Source: an optimization exercise on an open RTL-to-GDS flow (aim: small area and few clock cycles). Production flows keep margins and buffers that such runs may drop.
In this exercise RTL edits were held to simulation tests only and were not proved equivalent to the original.
No activity file was given, so power comes from the tool's default toggle rates.

Setup of run A:
// lasc_ctrl
module lasc_ctrl (
    input  wire        clk,
    input  wire        rst,           
    input  wire        op_valid,
    input  wire [31:0] op_word,
    output wire        op_ready,
    output wire        rsp_valid,
    output wire [1:0]  rsp_code,      
    output reg         act_valid,
    output reg  [3:0]  act_kind,
    output reg  [15:0] act_data,
    input  wire [7:0]  st_rdata,
    input  wire        st_wfail,
    output reg         booted,
    output reg  [2:0]  mode,
    output reg         scan_active,
    output reg         scan_done,
    output reg  [1:0]  scan_result,
    output reg         flash_armed,
    output wire [7:0]  intensity,
    output reg         ind,
    output reg         cfg_err,
    output wire [13:0] patch,
    output wire [13:0] work,
    output reg  [3:0]  channel,
    output reg  [2:0]  range,
    output reg         zero_based
);
    localparam [15:0] DEBOUNCE_MS = 16'd20;
    localparam [15:0] SLOW_MS     = 16'd500;
    localparam [15:0] FAST_MS     = 16'd100;
    localparam [15:0] ACCEL_MS    = 16'd2000;
    localparam [7:0]  FLASH_TOGGLE_MS = 8'd250;
    localparam [15:0] STARTUP_WAIT_MS = 16'd100;
    localparam [15:0] CONFIG_IDLE_MS  = 16'd3000;
  ...
Size: ~120 I/O pins.
export LEC_CHECK = 0
export CAP_MARGIN = 0
export CORE_MARGIN = 2
export CORE_UTILIZATION = 60
export PLACE_DENSITY = 0.75
export SLEW_MARGIN = 0
create_clock -name core_clock -period 10.0 [get_ports {clk}]
standard.sh (not shown) runs the stock make flow with config.mk's settings and CLKGATE_MAP_FILE= SYNTH_SCRIPT=/design/flow/synth_recipe.tcl, a recipe that flattens the netlist after the stock synthesis.
==> flow/flow/run.sh <==
#!/bin/bash
# The standard layout (standard.sh), with these changes to how the layout is made:
#  - ABC maps all logic, adders included, for area (flow/abc_map.script) instead of
#    the speed script and the adder cell map; registers are mapped before ABC runs,
#    so they are the standard synthesis's own;
#  - the port buffers are the smallest buffer cell;
#  - clock tree: clkbuf_8 buffers, small sink clusters, no dummy loads.
set -euo pipefail
cd "$(dirname "$0")/.."
rm -rf scripts_area
cp -r "$FLOW_HOME/scripts" scripts_area
cp flow/abc_map.script scripts_area/abc_speed.script
export SCRIPTS_DIR="$PWD/scripts_area"
export ADDER_MAP_FILE=
export BUFFER_PORTS_ARGS="-buffer_cell sky130_fd_sc_hd__buf_1"
export CTS_ARGS="-sink_clustering_enable -repair_clock_nets -dont_use_dummy_load -sink_clustering_size 16 -sink_clustering_max_diameter 60 -buf_list sky130_fd_sc_hd__clkbuf_8"
bash standard.sh > standard_flow.log 2>&1
==> flow/flow/abc_map.script <==
&get -n
&st
&deepsyn -T 20
&dc2
&dch -f
&nf -R 1000 -p -F 8 -A 8 -C 32
&st
&dc2
&dch -f
&nf -R 1000 -p -F 8 -A 8 -C 32
&put
Testbench counts of run A, summed over its fixed seeds: cycles 277,456.
#### Input delta (run B over run A)
==> flow/flow/run.sh <==
#!/bin/bash
# The standard layout (standard.sh), with these changes to how the layout is made:
#  - ABC maps all logic, adders included, for area (flow/abc_map.script) instead of
#    the speed script and the adder cell map; registers are mapped before ABC runs,
#    so they are the standard synthesis's own;
#  - the port buffers are the smallest buffer cell.
set -euo pipefail
cd "$(dirname "$0")/.."
rm -rf scripts_area
cp -r "$FLOW_HOME/scripts" scripts_area
cp flow/abc_map.script scripts_area/abc_speed.script
export SCRIPTS_DIR="$PWD/scripts_area"
export ADDER_MAP_FILE=
export BUFFER_PORTS_ARGS="-buffer_cell sky130_fd_sc_hd__buf_1"
bash standard.sh > standard_flow.log 2>&1
==> flow/flow/abc_map.script <==
&get -n
&st
&dc2
&dch -f
&nf -R 1000 -p -F 8 -A 8 -C 32
&st
&dc2
&dch -f
&nf -R 1000 -p -F 8 -A 8 -C 32
&put
diff --git a/flow/config.mk b/flow/config.mk
--- a/flow/config.mk
+++ b/flow/config.mk
@@ -6,7 +6,10 @@
 export NUM_CORES = 4
 export LEC_CHECK = 0
-export CAP_MARGIN = 0
+export CAP_MARGIN = 20
 export CORE_MARGIN = 2
-export CORE_UTILIZATION = 60
-export PLACE_DENSITY = 0.75
-export SLEW_MARGIN = 0
+export CORE_UTILIZATION = 40
+export CTS_BUF_LIST = sky130_fd_sc_hd__clkbuf_8
+export CTS_CLUSTER_DIAMETER = 60
+export CTS_CLUSTER_SIZE = 16
+export PLACE_DENSITY = 0.6
+export SLEW_MARGIN = 20
==> summary.txt <==
Mapped cell area (run B vs. run A) increases by a few percent
Compared with run A, in run B compound-cell area share of the yosys netlist now sits lower, core utilization down 21 points, routed wire length grew by 9.0%, total power rose 220 uW, fraction of layout cells with a size suffix above 1 went up 1.6 points.
The final reports for run B and run A show switching part of the total power higher in the former.
NOTE: number of vias in the routed layout in run B exceeds that of run A
Setup changes, run B to run C
diff --git a/flow/flow/run.sh b/flow/flow/run.sh
--- a/flow/flow/run.sh
+++ b/flow/flow/run.sh
@@ -4,5 +4,6 @@
 #    the speed script and the adder cell map; registers are mapped before ABC runs,
 #    so they are the standard synthesis's own;
-#  - the port buffers are the smallest buffer cell.
+#  - the port buffers are the smallest buffer cell;
+#  - clock tree: clkbuf_4 buffers under a clkbuf_8 root, small sink clusters, no dummy loads.
 set -euo pipefail
 cd "$(dirname "$0")/.."
@@ -13,3 +14,4 @@
 export ADDER_MAP_FILE=
 export BUFFER_PORTS_ARGS="-buffer_cell sky130_fd_sc_hd__buf_1"
+export CTS_ARGS="-sink_clustering_enable -repair_clock_nets -dont_use_dummy_load -sink_clustering_size 12 -sink_clustering_max_diameter 40 -buf_list sky130_fd_sc_hd__clkbuf_4 -root_buf sky130_fd_sc_hd__clkbuf_8"
 bash standard.sh > standard_flow.log 2>&1
==> flow/flow/abc_map.script <==
&get -n
&st
&deepsyn -T 20
&dc2
&dch -f
&nf -R 1000 -p -F 8 -A 8 -C 32
&st
&dc2
&dch -f
&nf -R 1000 -p -F 8 -A 8 -C 32
&put
==> flow/config.mk <==
export PLATFORM = sky130hd
export DESIGN_NAME = lasc_ctrl
export DESIGN_NICKNAME = lasc_ctrl
export VERILOG_FILES = /design/flow/design.v
export SDC_FILE = /design/flow/constraint.sdc
export NUM_CORES = 4
export LEC_CHECK = 0
export CAP_MARGIN = 0
export CORE_MARGIN = 2
export CORE_UTILIZATION = 70
export PLACE_DENSITY = 0.85
export SLEW_MARGIN = 0
Run C has completed all stages; timing, DRC and antenna checks passed.
Against run B, instance area at placement in run C fell by a few percent.
Run C vs run B, clock buffer instance count of the final layout went up by about 17%.
Run C — buffering overhead 0.19 points lower, run B as reference
Number of instances in the synthesized netlist: run C < run B
Looking at worst setup slack across both flows, run C is the stronger of the two, with run B trailing.
Looking at cell with the largest stage delay on the worst path, the sky130_fd_sc_hd__a21oi_1 result is from run C; the sky130_fd_sc_hd__nor2b_1 one comes from run B.
When run C is set beside run B, its summed area of non-filler cells in the final layout turns out to be 6.2% smaller.
Run C ends up with higher post-synthesis cell type count than run B does.
The inputs of run D differ from those of run C as listed below.
diff --git a/flow/flow/run.sh b/flow/flow/run.sh
--- a/flow/flow/run.sh
+++ b/flow/flow/run.sh
@@ -5,5 +5,5 @@
 #    so they are the standard synthesis's own;
 #  - the port buffers are the smallest buffer cell;
-#  - clock tree: clkbuf_4 buffers under a clkbuf_8 root, small sink clusters, no dummy loads.
+#  - clock tree: clkbuf_8 buffers, small sink clusters, no dummy loads.
 set -euo pipefail
 cd "$(dirname "$0")/.."
@@ -14,4 +14,4 @@
 export ADDER_MAP_FILE=
 export BUFFER_PORTS_ARGS="-buffer_cell sky130_fd_sc_hd__buf_1"
-export CTS_ARGS="-sink_clustering_enable -repair_clock_nets -dont_use_dummy_load -sink_clustering_size 12 -sink_clustering_max_diameter 40 -buf_list sky130_fd_sc_hd__clkbuf_4 -root_buf sky130_fd_sc_hd__clkbuf_8"
+export CTS_ARGS="-sink_clustering_enable -repair_clock_nets -dont_use_dummy_load -sink_clustering_size 16 -sink_clustering_max_diameter 60 -buf_list sky130_fd_sc_hd__clkbuf_8"
 bash standard.sh > standard_flow.log 2>&1
diff --git a/flow/config.mk b/flow/config.mk
--- a/flow/config.mk
+++ b/flow/config.mk
@@ -6,7 +6,7 @@
 export NUM_CORES = 4
 export LEC_CHECK = 0
-export CAP_MARGIN = 0
+export CAP_MARGIN = 20
 export CORE_MARGIN = 2
-export CORE_UTILIZATION = 70
-export PLACE_DENSITY = 0.85
-export SLEW_MARGIN = 0
+export CORE_UTILIZATION = 60
+export PLACE_DENSITY = 0.75
+export SLEW_MARGIN = 20
Notes after the runs:
- Run D completed end to end with timing, DRC and antenna clean.
- Summary of run D over run C: setup slack saw a decrease; area of the placeable core saw an increase.
- Summary of run D over run C: proportion of power drawn by combinational gates did not really move, via total after detailed routing went down.
- From run C to run D the numbers moved as follows: total area of multi-input combinational cells has remained practically unchanged; worst hold margin has remained practically unchanged; switching part of the total power has increased; TritonCTS buffer count has decreased.
- Violation count after the first detailed-route iteration of run D falls short of that of run C by more than 10%.
diff inputs: run D => run E
diff --git a/flow/config.mk b/flow/config.mk
--- a/flow/config.mk
+++ b/flow/config.mk
@@ -8,5 +8,5 @@
 export CAP_MARGIN = 20
 export CORE_MARGIN = 2
-export CORE_UTILIZATION = 60
-export PLACE_DENSITY = 0.75
+export CORE_UTILIZATION = 40
+export PLACE_DENSITY = 0.6
 export SLEW_MARGIN = 20
--- outcome ---
Run E went all the way through the flow, and no timing, DRC or antenna check failed.
Die area | run E > run D
Lower global routing usage on met2 among run D and run E: run E
Worst hold slack in run E vs run D: down 4.3 ps
In the tables for run D and run E, total routing resource utilization after global routing reads lower with run E.
Floorplan row count came out higher on run E than on run D.
Changes observed in run E relative to run D: via-per-instance ratio decreased about 7%, total routed wirelength rose by about 7.5%.
Post-route clock period utilization (lower): run D
Against run D, met3 wire length in run E fell by a little under 10%.
Going from run D to run E, via count decreased by 36 relative to the old numbers; register-to-register slack increased by 180 ps relative to the old numbers.
Inputs modified between run E and run F:
diff --git a/flow/config.mk b/flow/config.mk
--- a/flow/config.mk
+++ b/flow/config.mk
@@ -6,7 +6,7 @@
 export NUM_CORES = 4
 export LEC_CHECK = 0
-export CAP_MARGIN = 20
+export CAP_MARGIN = 0
 export CORE_MARGIN = 2
-export CORE_UTILIZATION = 40
-export PLACE_DENSITY = 0.6
-export SLEW_MARGIN = 20
+export CORE_UTILIZATION = 70
+export PLACE_DENSITY = 0.85
+export SLEW_MARGIN = 0
Results
Sort run F and run E by final instance area desc -> top: run E. Run F vs run E on total iterations of the first detailed-routing run: run F is the lower one. Going from run E to run F, the pre-CTS worst setup slack was found to have gone up by 230 ps. Run F against run E: register clock-pin slew on the reported worst setup and hold paths moved down; maximum frequency moved up; via count of the first global-routing pass level; number of inserted diodes moved down; routed wire length moved down. Measured against each other, run F and run E differ in final critical-path share of the clock period, the lower figure coming from run F. Delta (run F minus run E): hold slack saw an increase; arrival time of the worst setup path lower.

## re-timing with driven ports
Ports are ideal in the flow. The routed layouts listed here were re-timed in OpenROAD.
Step 1 assumes that a clkbuf_16 drives the clock port and a buf_2 every other input.
Step 2 adds t to the input delays and takes it off the output delays; t is the mean of the earliest and latest rising clock arrival at the registers after step 1. Input paths then give back, and output paths get back, about the clock's delay inside the block.
Slacks: no drivers / after step 1 / after step 2; pairs: no drivers / after step 1.
run	t, ns	setup WS [ns]	clock arrival spread, ns	worst slew at a driven data input, ns	cell pins on the clock port's net
run A	0.543	1.421 / 1.401 / 1.401	0.035 / 0.034	0.04	1
run B	0.581	0.946 / 0.925 / 0.925	0.021 / 0.021	0.07	1
run C	0.558	1.541 / 1.520 / 1.520	0.052 / 0.053	0.03	1
run D	0.542	1.417 / 1.396 / 1.396	0.032 / 0.032	0.04	1
run E	0.561	1.308 / 1.288 / 1.288	0.049 / 0.049	0.03	1
run F	0.532	1.560 / 1.539 / 1.539	0.040 / 0.040	0.04	1
After both steps setup and hold are still met in every run listed.
